This is an optimization exercise on Yosys and OpenROAD, whose aim is small area, not a production implementation.
Function was checked by simulation only, so behaviour that the tests miss may differ from the original.
Power figures rest on the tool's default switching activity, not on a simulated workload.

==> run F <==
==> flow/design.v <==
module counter2digit (
    input  wire       clk,
    input  wire       rst,       
    input  wire       inc_n,
    input  wire       dec_n,
    output wire [6:0] seg,
    output wire [3:0] sel,
    output wire       asleep
);
    localparam [7:0]  CD_N    = 8'h01;
    localparam [7:0]  CD_ONE  = 8'h61;    
    localparam [16:0] L_ZERO  = 17'h00001;
    localparam [16:0] L_END   = 17'h0fcbc;  
    localparam [16:0] L_SET   = 17'h0e622;  
    localparam [5:0] S_SAMPLE = 6'd0;
    localparam [5:0] S_D1     = 6'd1;
    localparam [5:0] S_D50    = 6'd50;
    localparam [5:0] S_SLEEP  = 6'd51;
    localparam [5:0] S_SETTLE = 6'd52;
    localparam [5:0] S_N1     = 6'd54;
    reg [3:0]  units, tens;
    reg [7:0]  cd;
    reg [1:0]  last;
    reg [16:0] act_lo;
    reg [1:0]  act_hi;
    reg [5:0]  st;
    wire [1:0] raw = {dec_n, inc_n};
    wire idle      = (raw == 2'b11);
    wire pend      = (cd == 8'd0);
    wire cnt_zero  = (units == 4'd0) && (tens == 4'd0);
    wire match     = !idle && (raw == last) && !pend;
    wire fire      = match && (cd == CD_ONE);
    wire zero_rel  = idle && cnt_zero && pend;
    wire off_entry = zero_rel || (!fire && act_hi == 2'd3);
    wire dim       = !fire && (act_hi != 2'd0);
    wire [7:0]  cd_step = {cd[6:0], cd[7] ^ cd[2]};
    wire [16:0] lo_step = {act_lo[15:0], act_lo[16] ^ act_lo[13]};
    wire lo_end = (act_lo == L_END);
    wire set_end = (act_lo == L_SET);
    wire is_sample = (st == S_SAMPLE);
    wire is_sleep  = (st == S_SLEEP);
    wire is_settle = (st == S_SETTLE);
    wire wake      = |(act_hi & ~raw);
    always @(posedge clk) begin
        if (rst) begin
            units  <= 4'd0;
            tens   <= 4'd0;
            cd     <= CD_N;
            last   <= 2'b11;
            act_lo <= L_ZERO;
            act_hi <= 2'd0;
            st     <= S_SAMPLE;
        end else if (is_sample) begin
            if (idle || (!pend && !match))
                cd <= CD_N;
            else if (fire)
                cd <= 8'd0;
            else if (match)
                cd <= cd_step;
            if (!idle)
                last <= raw;
            if (fire && raw == 2'b10 && !cnt_zero) begin
                if (units == 4'd0) begin
                    units <= 4'd9;
                    tens  <= tens - 4'd1;
                end else
                    units <= units - 4'd1;
            end
            if (fire && raw == 2'b01 && !(units == 4'd9 && tens == 4'd9)) begin
                if (units == 4'd9) begin
                    units <= 4'd0;
                    tens  <= tens + 4'd1;
                end else
                    units <= units + 4'd1;
            end
            if (off_entry) begin
                act_lo <= L_ZERO;
                act_hi <= raw;
                st     <= S_SLEEP;
            end else begin
                if (fire) begin
                    act_lo <= L_ZERO;
                    act_hi <= 2'd0;
                end else if (lo_end) begin
                    act_lo <= L_ZERO;
                    act_hi <= act_hi + 2'd1;
                end else
                    act_lo <= lo_step;
                st <= dim ? S_D1 : S_N1;
            end
        end else if (is_sleep) begin
            act_hi <= raw;
            if (wake) begin
                act_hi <= 2'd0;
                st     <= S_SETTLE;
            end
        end else if (is_settle) begin
            if (set_end) begin
                act_lo <= L_ZERO;
                st     <= S_SAMPLE;
            end else
                act_lo <= lo_step;
        end else if (st == S_D50)
            st <= S_SAMPLE;
        else
            st <= st + 6'd1;
    end
    wire units_on = (st >= 6'd1 && st <= 6'd5) || (st >= 6'd54 && st <= 6'd58);
    wire tens_on  = ((st >= 6'd26 && st <= 6'd30) || st >= 6'd59) && (tens != 4'd0);
    wire green    = (tens == 4'd0) && (units == 4'd1);
    function [6:0] seg_rom;
        input [3:0] d;
        begin
            case (d)
                4'd0:    seg_rom = 7'h3F;
                4'd1:    seg_rom = 7'h06;
                4'd2:    seg_rom = 7'h5B;
                4'd3:    seg_rom = 7'h4F;
                4'd4:    seg_rom = 7'h66;
                4'd5:    seg_rom = 7'h6D;
                4'd6:    seg_rom = 7'h7D;
                4'd7:    seg_rom = 7'h07;
                4'd8:    seg_rom = 7'h7F;
                4'd9:    seg_rom = 7'h6F;
                default: seg_rom = 7'h00;
            endcase
        end
    endfunction
    wire [3:0] digit = units_on ? units : tens_on ? tens : 4'd15;
    assign seg    = seg_rom(digit);
    assign sel    = {1'b0, units_on & green, tens_on, units_on & ~green};
    assign asleep = is_sleep;
endmodule
==> flow/run.sh <==
#!/bin/bash
# synth_recipe.tcl (not shown) runs the flow's synth.tcl, then flattens the netlist and writes it again
# the make line also repeats each setting of config.mk as NAME=value (left out here)
make -C /OpenROAD-flow-scripts/flow DESIGN_CONFIG=/design/flow/config.mk WORK_HOME=/design/flow/orfs CLKGATE_MAP_FILE= SYNTH_SCRIPT=/design/flow/synth_recipe.tcl finish
==> flow/config.mk <==
export PLATFORM = sky130hd
export DESIGN_NAME = counter2digit
export DESIGN_NICKNAME = counter2digit
export VERILOG_FILES = /design/flow/design.v
export SDC_FILE = /design/flow/constraint.sdc
export NUM_CORES = 4
export LEC_CHECK = 0
export CAP_MARGIN = 20
export CORE_MARGIN = 2
export CORE_UTILIZATION = 40
export SLEW_MARGIN = 20
==> flow/constraint.sdc <==
create_clock -name core_clock -period 10.0 [get_ports {clk}]
set_input_delay 2.0000 -clock core_clock [delete_from_list [all_inputs] [get_ports {clk}]]
set_output_delay 2.0000 -clock core_clock [all_outputs]
set_load 0.01 [all_outputs]
==> run D: changes against run F <==
--- a/flow/design.v
+++ b/flow/design.v
@@ -9,9 +9,8 @@
 );
     localparam [7:0]  CD_N    = 8'h01;
     localparam [7:0]  CD_ONE  = 8'h61;    
-    localparam [16:0] L_ZERO  = 17'h00001;
-    localparam [16:0] L_END   = 17'h0fcbc;  
-    localparam [16:0] L_SET   = 17'h0e622;  
+    localparam [16:0] L_ZERO  = 17'h06900;
+    localparam [16:0] L_END   = 17'h116eb;  
     localparam [5:0] S_SAMPLE = 6'd0;
     localparam [5:0] S_D1     = 6'd1;
     localparam [5:0] S_D50    = 6'd50;
@@ -36,7 +35,16 @@
     wire [7:0]  cd_step = {cd[6:0], cd[7] ^ cd[2]};
     wire [16:0] lo_step = {act_lo[15:0], act_lo[16] ^ act_lo[13]};
     wire lo_end = (act_lo == L_END);
-    wire set_end = (act_lo == L_SET);
+    wire       dn      = (raw == 2'b10) && !cnt_zero;
+    wire       up      = (raw == 2'b01) && !(units == 4'd9 && tens == 4'd9);
+    wire       u9      = (units == 4'd9);
+    wire       u0      = (units == 4'd0);
+    wire [3:0] u_inc   = u9 ? 4'd0 : units + 4'd1;
+    wire [3:0] u_dec   = u0 ? 4'd9 : units - 4'd1;
+    wire [3:0] units_nx = up ? u_inc : dn ? u_dec : units;
+    wire [3:0] tens_nx  = (up && u9) ? tens + 4'd1 : (dn && u0) ? tens - 4'd1 : tens;
+    wire [5:0] st_inc = {st[5] ^ (&st[4:0]), st[4] ^ (&st[3:0]), st[3] ^ (&st[2:0]),
+                         st[2] ^ (&st[1:0]), st[1] ^ st[0], ~st[0]};
     wire is_sample = (st == S_SAMPLE);
     wire is_sleep  = (st == S_SLEEP);
     wire is_settle = (st == S_SETTLE);
@@ -59,19 +67,9 @@
                 cd <= cd_step;
             if (!idle)
                 last <= raw;
-            if (fire && raw == 2'b10 && !cnt_zero) begin
-                if (units == 4'd0) begin
-                    units <= 4'd9;
-                    tens  <= tens - 4'd1;
-                end else
-                    units <= units - 4'd1;
-            end
-            if (fire && raw == 2'b01 && !(units == 4'd9 && tens == 4'd9)) begin
-                if (units == 4'd9) begin
-                    units <= 4'd0;
-                    tens  <= tens + 4'd1;
-                end else
-                    units <= units + 4'd1;
+            if (fire) begin
+                units <= units_nx;
+                tens  <= tens_nx;
             end
             if (off_entry) begin
                 act_lo <= L_ZERO;
@@ -83,7 +81,7 @@
                     act_hi <= 2'd0;
                 end else if (lo_end) begin
                     act_lo <= L_ZERO;
-                    act_hi <= act_hi + 2'd1;
+                    act_hi <= {act_hi[1] ^ act_hi[0], ~act_hi[0]};
                 end else
                     act_lo <= lo_step;
                 st <= dim ? S_D1 : S_N1;
@@ -91,11 +89,12 @@
         end else if (is_sleep) begin
             act_hi <= raw;
             if (wake) begin
-                act_hi <= 2'd0;
+                act_hi    <= 2'd0;
+                act_lo[8] <= 1'b0;
                 st     <= S_SETTLE;
             end
         end else if (is_settle) begin
-            if (set_end) begin
+            if (lo_end) begin
                 act_lo <= L_ZERO;
                 st     <= S_SAMPLE;
             end else
@@ -103,10 +102,13 @@
         end else if (st == S_D50)
             st <= S_SAMPLE;
         else
-            st <= st + 6'd1;
+            st <= st_inc;
     end
-    wire units_on = (st >= 6'd1 && st <= 6'd5) || (st >= 6'd54 && st <= 6'd58);
-    wire tens_on  = ((st >= 6'd26 && st <= 6'd30) || st >= 6'd59) && (tens != 4'd0);
+    wire units_on  = (st == 6'd1)  || (st == 6'd2)  || (st == 6'd3)  || (st == 6'd4)  || (st == 6'd5) ||
+                     (st == 6'd54) || (st == 6'd55) || (st == 6'd56) || (st == 6'd57) || (st == 6'd58);
+    wire tens_slot = (st == 6'd26) || (st == 6'd27) || (st == 6'd28) || (st == 6'd29) || (st == 6'd30) ||
+                     (st == 6'd59) || (st == 6'd60) || (st == 6'd61) || (st == 6'd62) || (st == 6'd63);
+    wire tens_on  = tens_slot && (tens != 4'd0);
     wire green    = (tens == 4'd0) && (units == 4'd1);
     function [6:0] seg_rom;
         input [3:0] d;
==> flow/flow/run.sh (new file) <==
#!/bin/bash
set -euo pipefail
W=$(pwd)
{
  cat <<EOT
proc abc {args} {
  set i [lsearch -exact \$args -script]
  if {\$i >= 0} { lset args [expr {\$i + 1}] $W/flow/abc_area.script }
  yosys abc {*}\$args
}
EOT
  cat synth_recipe.tcl
} > my_synth.tcl
bash standard.sh SYNTH_SCRIPT=$W/my_synth.tcl ADDER_MAP_FILE= finish > flow.log 2>&1
==> flow/flow/abc_area.script (new file) <==
strash
&get -n
&deepsyn -T 20
&put
dch -f
amap
topo
==> flow/standard.sh (new file) <==
#!/bin/bash
# synth_recipe.tcl (not shown) runs the flow's synth.tcl, then flattens the netlist and writes it again
# the make line also repeats each setting of config.mk as NAME=value (left out here)
make -C /OpenROAD-flow-scripts/flow DESIGN_CONFIG=/design/flow/config.mk WORK_HOME=/design/flow/orfs CLKGATE_MAP_FILE= SYNTH_SCRIPT=/design/flow/synth_recipe.tcl "${@:-finish}"
removed: flow/run.sh
==> summary of the runs <==
- Utilization: run D is higher than run F (1.6 points).
- Run D ran to the end with no violations. Run F completed with no timing, DRC or antenna violations.
- In sequential cell count, run D and run F do not differ.
- Against run D, the routed wire length of run F is higher by 45%.
- Between run F and run D, the lower clock-buffer cell count is in run D (gap 1).
- Between run F and run D, the lower synthesized area is in run D (gap 38%, measured against run D).
- Against run D, the global-route usage of run F is higher by 0.85 points.
- Of run F and run D, run F has the higher synthesized cell count (gap 22%, measured against run D).
- Against run F, the sequential power of run D is lower by about 7%.
- In run D the final cell count is smaller than in run F, by about 16%.
- Hold slack: run F is higher than run D (0.028 ns).
==> figures <==
Run status: run D complete, no violations; run F complete, no violations
Fraction of area in non-clock buffers: run D 5.81%; run F 5.39%
Number of fill cells in the layout: run D 522; run F 703
HPWL after DPL: run D 3500 um; run F 4660 um
Vertical extent of the die: run D 76.2 um; run F 88.8 um
Data arrival time of the worst path: run D 3.50 ns; run F 3.65 ns
Worst hold-check slack: run D 0.468 ns; run F 0.496 ns
Clk power: run D 0.136 mW; run F 0.110 mW
Layout buffer count excluding clock buffers: run D 14; run F 18
Capture endpoint of the worst hold path: run D act_lo[14]; run F cd[4]
All-Layer GR Usage: run D 16.5%; run F 17.3%
Count of multi-input gates: run D 189; run F 276
Complex-gate fraction of the synthesized area: run D 26.3%; run F 21.9%
Gate Count Post-Synth: run D 292; run F 357
Portion of synthesized cell area occupied by the leading cell type: run D 41.2%; run F 29.9%
Met3 Resource Use GR: run D 3.55%; run F 3.17%
Sum of internal, switching and leakage power: run D 0.712 mW; run F 0.967 mW
Peak fanout along the critical path: run D 6; run F 15
Avg WL per Cell: run D 11.8 um; run F 14.3 um
Taps Inserted: run D 70; run F 96
Horizontal die dimension: run D 76.2 um; run F 88.8 um

separate check: timing with driven ports:
In the flow no input, the clock included, has a driving cell. The finished layouts below were timed again as built, in two steps. Step 1 (the two cells are an assumption about what drives the block):
set clk [get_ports {clk}]
set_driving_cell -lib_cell sky130_fd_sc_hd__clkbuf_16 $clk
set_driving_cell -lib_cell sky130_fd_sc_hd__buf_2 [delete_from_list [all_inputs] $clk]
Step 2 times the ports against the registers' clock, not the clock port: input delays grow and output delays shrink by t, the midpoint of the rising clock arrivals with the driver on. Slacks: no drivers / after step 1 / after step 2; pairs: no drivers / after step 1.
run | t (ns) | slack for setup (ns) | worst setup path after step 2 | clock arrival spread, ns
run F | 0.325 | 4.351 / 4.321 / 4.646 | register to output | 0.004 / 0.004
run D | 0.318 | 4.500 / 4.473 / 4.791 | register to output | 0.013 / 0.013
After both steps every run listed still meets setup and hold.
